What follows belongs to an exercise in optimizing a design on an open flow for small area, a short achievable clock period and few clock cycles; a production flow would make more cautious choices. Where RTL was checked, it was by simulation tests only, not by an equivalence proof against the original. Power and IR drop assume default switching activity.

before:
==> flow/design.v (excerpt) <==
module rle_tx_encoder (
    input  wire        clk,
    input  wire        rst,         
    input  wire        start,       
    input  wire        seg_new,     
    input  wire [15:0] width,       
    output wire        ready,
    output reg         rd_en,
    output reg  [15:0] rd_addr,
    input  wire [23:0] rd_data,
    output reg         out_valid,
    output reg  [7:0]  out_data,
    input  wire        out_ready,
    output wire [31:0] chk_value,
    output wire [31:0] byte_count
);
    localparam [16:0] X = 17'd65513;
    localparam        D = 4;             
    reg        rdy;
    reg [15:0] w;
    assign ready = rdy;
    wire accept = rdy && start;
    reg        rtag_s;        
    reg        rtag_last;
    reg        s1v, s1last;             
    reg        f1v;                     
    reg        p2v, p2last;             
    reg        e2;                      
    reg [15:0] sa;            
    reg        sdone;         
    reg [23:0] prev;
    reg [15:0] ea;            
    reg [23:0] pix;
    reg        pv;            
    reg [1:0]  bsel;          
    reg        ekind;
    reg [6:0]  erem;          
    reg [7:0]  fm [0:D-1];
    reg [2:0]  fwp, frp;      
    wire [2:0] fcnt   = fwp - frp;
    wire       fempty = (fwp == frp);
  ...
Size: ~1,500 cells after synthesis, ~310 flip-flops, ~140 I/O pins.
clock: 10.0 ns
lec_check: 0
cap_margin: 20
core_margin: 2
core_utilization: 65
cts_buf_list: sky130_fd_sc_hd__clkbuf_16
cts_cluster_size: 30
slew_margin: 20
standard.sh (not shown) runs the stock make flow with config.mk's settings and CLKGATE_MAP_FILE= SYNTH_SCRIPT=/design/flow/synth_recipe.tcl, a recipe that flattens the netlist after the stock synthesis.
==> flow/flow/run.sh <==
#!/bin/bash
# Standard ORFS layout with stronger port buffers and a tighter repair target.
set -euo pipefail
export BUFFER_PORTS_ARGS="-buffer_cell sky130_fd_sc_hd__buf_2"
export SETUP_SLACK_MARGIN=6.8
bash standard.sh > flow_make.log 2>&1
Testbench counts of before, summed over its fixed seeds: cycles 64,689.
> inputs changed (before -> after)
--- a/flow/design.v
+++ b/flow/design.v
@@ -15,26 +15,25 @@
     output wire [31:0] byte_count
 );
     localparam [16:0] X = 17'd65513;
     localparam        D = 4;             
     reg        rdy;
     reg [15:0] w;
     assign ready = rdy;
     wire accept = rdy && start;
     reg        rtag_s;        
     reg        rtag_last;
     reg        s1v, s1last;             
     reg        f1v;                     
-    reg        p2v, p2last;             
-    reg        e2;                      
+    wire       e2;                      
     reg [15:0] sa;            
     reg        sdone;         
     reg [23:0] prev;
     reg [15:0] ea;            
     reg [23:0] pix;
     reg        pv;            
     reg [1:0]  bsel;          
     reg        ekind;
     reg [6:0]  erem;          
     reg [7:0]  fm [0:D-1];
     reg [2:0]  fwp, frp;      
     wire [2:0] fcnt   = fwp - frp;
@@ -54,117 +53,114 @@
     wire xfer  = out_valid && out_ready;
     reg        do_proc, ej, nej;
     reg        push;
     reg [7:0]  pdesc;
     reg [1:0]  open_n;
     reg [6:0]  pcnt_n;
     always @(*) begin
         do_proc = 1'b0;
         ej      = eprev;
         nej     = 1'b0;
         if (fin == 2'd1) begin
             do_proc = !ffull;
-        end else if (p2v && open != 2'd3) begin
+        end else if (s1v && open != 2'd3) begin
             do_proc = 1'b1;
             nej     = e2;
         end
         push   = 1'b0;
         pdesc  = {open[1], pcnt};
         open_n = open;
         pcnt_n = pcnt;
         if (do_proc) begin
             if (open == 2'd2 && pcnt != 7'd127 && ej) begin
                 pcnt_n = pcnt + 7'd1;
             end else if (open == 2'd1 && pcnt != 7'd127 && !nej) begin
                 pcnt_n = pcnt + 7'd1;
             end else begin
                 push   = (open != 2'd0);
                 open_n = nej ? 2'd2 : 2'd1;
                 pcnt_n = 7'd0;
             end
         end
-        if (p2v && open == 2'd3)
+        if (s1v && open == 2'd3)
             open_n = 2'd0;
         if (fin == 2'd2 && !ffull) begin
             push   = 1'b1;
             open_n = 2'd0;
         end
     end
     wire pop = (bsel == 2'd0) && pv && !fempty && ofree;
     wire busy_fetch = (rd_en && !rtag_s) || f1v;
     wire fetch_req  = !rdy && (ea != w) && !busy_fetch && (!pv || bsel != 2'd0);
-    wire [2:0] occ  = fcnt + {2'b0, rd_en && rtag_s} + {2'b0, s1v} + {2'b0, p2v};
+    wire [2:0] occ  = fcnt + {2'b0, rd_en && rtag_s} + {2'b0, s1v};
     wire scan_req   = !rdy && !sdone && (occ < D);
     wire [15:0] sa_inc = sa + 16'd1;
     always @(posedge clk) begin
         if (rst) begin
             rd_en  <= 1'b0;
             s1v    <= 1'b0;
             f1v    <= 1'b0;
-            p2v    <= 1'b0;
             sdone  <= 1'b1;
         end else begin
             s1v     <= rd_en && rtag_s;
             s1last  <= rtag_last;
             f1v     <= rd_en && !rtag_s;
-            p2v     <= s1v;
-            p2last  <= s1last;
             if (accept) begin
                 rd_en  <= 1'b0;
                 sa     <= 16'd0;
                 sdone  <= 1'b0;
             end else if (fetch_req) begin
                 rd_en   <= 1'b1;
             end else if (scan_req) begin
                 rd_en      <= 1'b1;
                 sa         <= sa_inc;
                 sdone      <= (sa_inc == w);
             end else begin
                 rd_en <= 1'b0;
             end
         end
     end
     always @(posedge clk) begin
         rd_addr   <= fetch_req ? ea : sa;
         rtag_s    <= !fetch_req;
         rtag_last <= (sa_inc == w);
     end
+    assign e2 = (rd_data == prev);
     always @(posedge clk) begin
         if (s1v)
             prev <= rd_data;
-        e2 <= (rd_data == prev);
     end
     always @(posedge clk) begin
         if (rst) begin
             fwp   <= 3'd0;
             frp   <= 3'd0;
             fin   <= 2'd0;
             pdone <= 1'b1;
             open  <= 2'd0;
         end else begin
-            if (push) begin
+            if (!ffull)
                 fm[fwp[1:0]] <= pdesc;
-                fwp          <= fwp + 3'd1;
-            end
+            if (push)
+                fwp <= fwp + 3'd1;
             if (pop)
                 frp <= frp + 3'd1;
             open <= open_n;
             pcnt <= pcnt_n;
             if (accept) begin
                 pdone <= 1'b0;
                 open  <= 2'd3;
             end
-            if (p2v) begin
+            if (s1v) begin
                 eprev <= e2;
-                if (p2last)
+                if (s1last)
                     fin <= 2'd1;
             end
             if (fin == 2'd1 && !ffull)
                 fin <= 2'd2;
             if (fin == 2'd2 && !ffull) begin
                 fin   <= 2'd0;
                 pdone <= 1'b1;
             end
         end
     end
     wire cap = f1v && (!pv || (bsel == 2'd3 && ofree));
     wire load = ofree && (bsel == 2'd0 ? (pv && !fempty) : (bsel != 2'd1 || pv));
[summary]
Lower flip-flop and latch share of the layout cell area goes to after over before.
Compared with before, after is the more power-hungry design.
Cell type of the slowest stage on the worst timing path = sky130_fd_sc_hd__nor4_1: after; cell type of the slowest stage on the worst timing path = sky130_fd_sc_hd__dfxtp_4: before
Setup fix buffers added after clock tree synthesis came out higher on after than on before.
Max logic depth of the worst register-to-register path across before and after: before
| number of gates on the worst path with buffers counted | after vs before | 7 higher |
Diff before -> after: layout-stage area growth over the synthesis result went up; count of clock-buffer cells in the layout higher; wire length of the first global-routing pass saw an increase; shortest period the worst path allows now sits higher; max-cap check violation count ~0 delta.
[compare] base=before new=after: cell area after layout rose about 1.8%; setup slack fell 0.20 ns.
No functional check of the RTL was part of after.

## separate check: timing with driven ports
The flow's constraints put no driver on any port. The routed layouts listed below were extracted and timed again, unchanged, in two steps. Step 1: set_driving_cell puts a clkbuf_16 on clk and a buf_2 on each other input, an assumption about the parent block. Step 2 adds t to the input delays and takes it off the output delays; t is the mean of the earliest and latest rising clock arrival at the registers after step 1. Input paths then give back, and output paths get back, about the clock's delay inside the block. a / b / c = ideal / step 1 / step 2; a / b = the first two.
run | shift t [ns] | setup WS [ns] | hold WS [ns] | worst slew at a driven data input, ns | cell pins on the clock port's net
before | 0.607 | 6.808 / 6.759 / 6.335 | 0.427 / 0.427 / 0.427 | 0.07 | 1
after | 0.544 | 6.605 / 6.627 / 6.083 | 0.410 / 0.410 / 0.410 | 0.05 | 1
After both steps setup and hold are still met in every run listed. For after, which loses most, drivers alone change the setup slack by +0.022 ns; drivers and shift together by -0.522 ns.
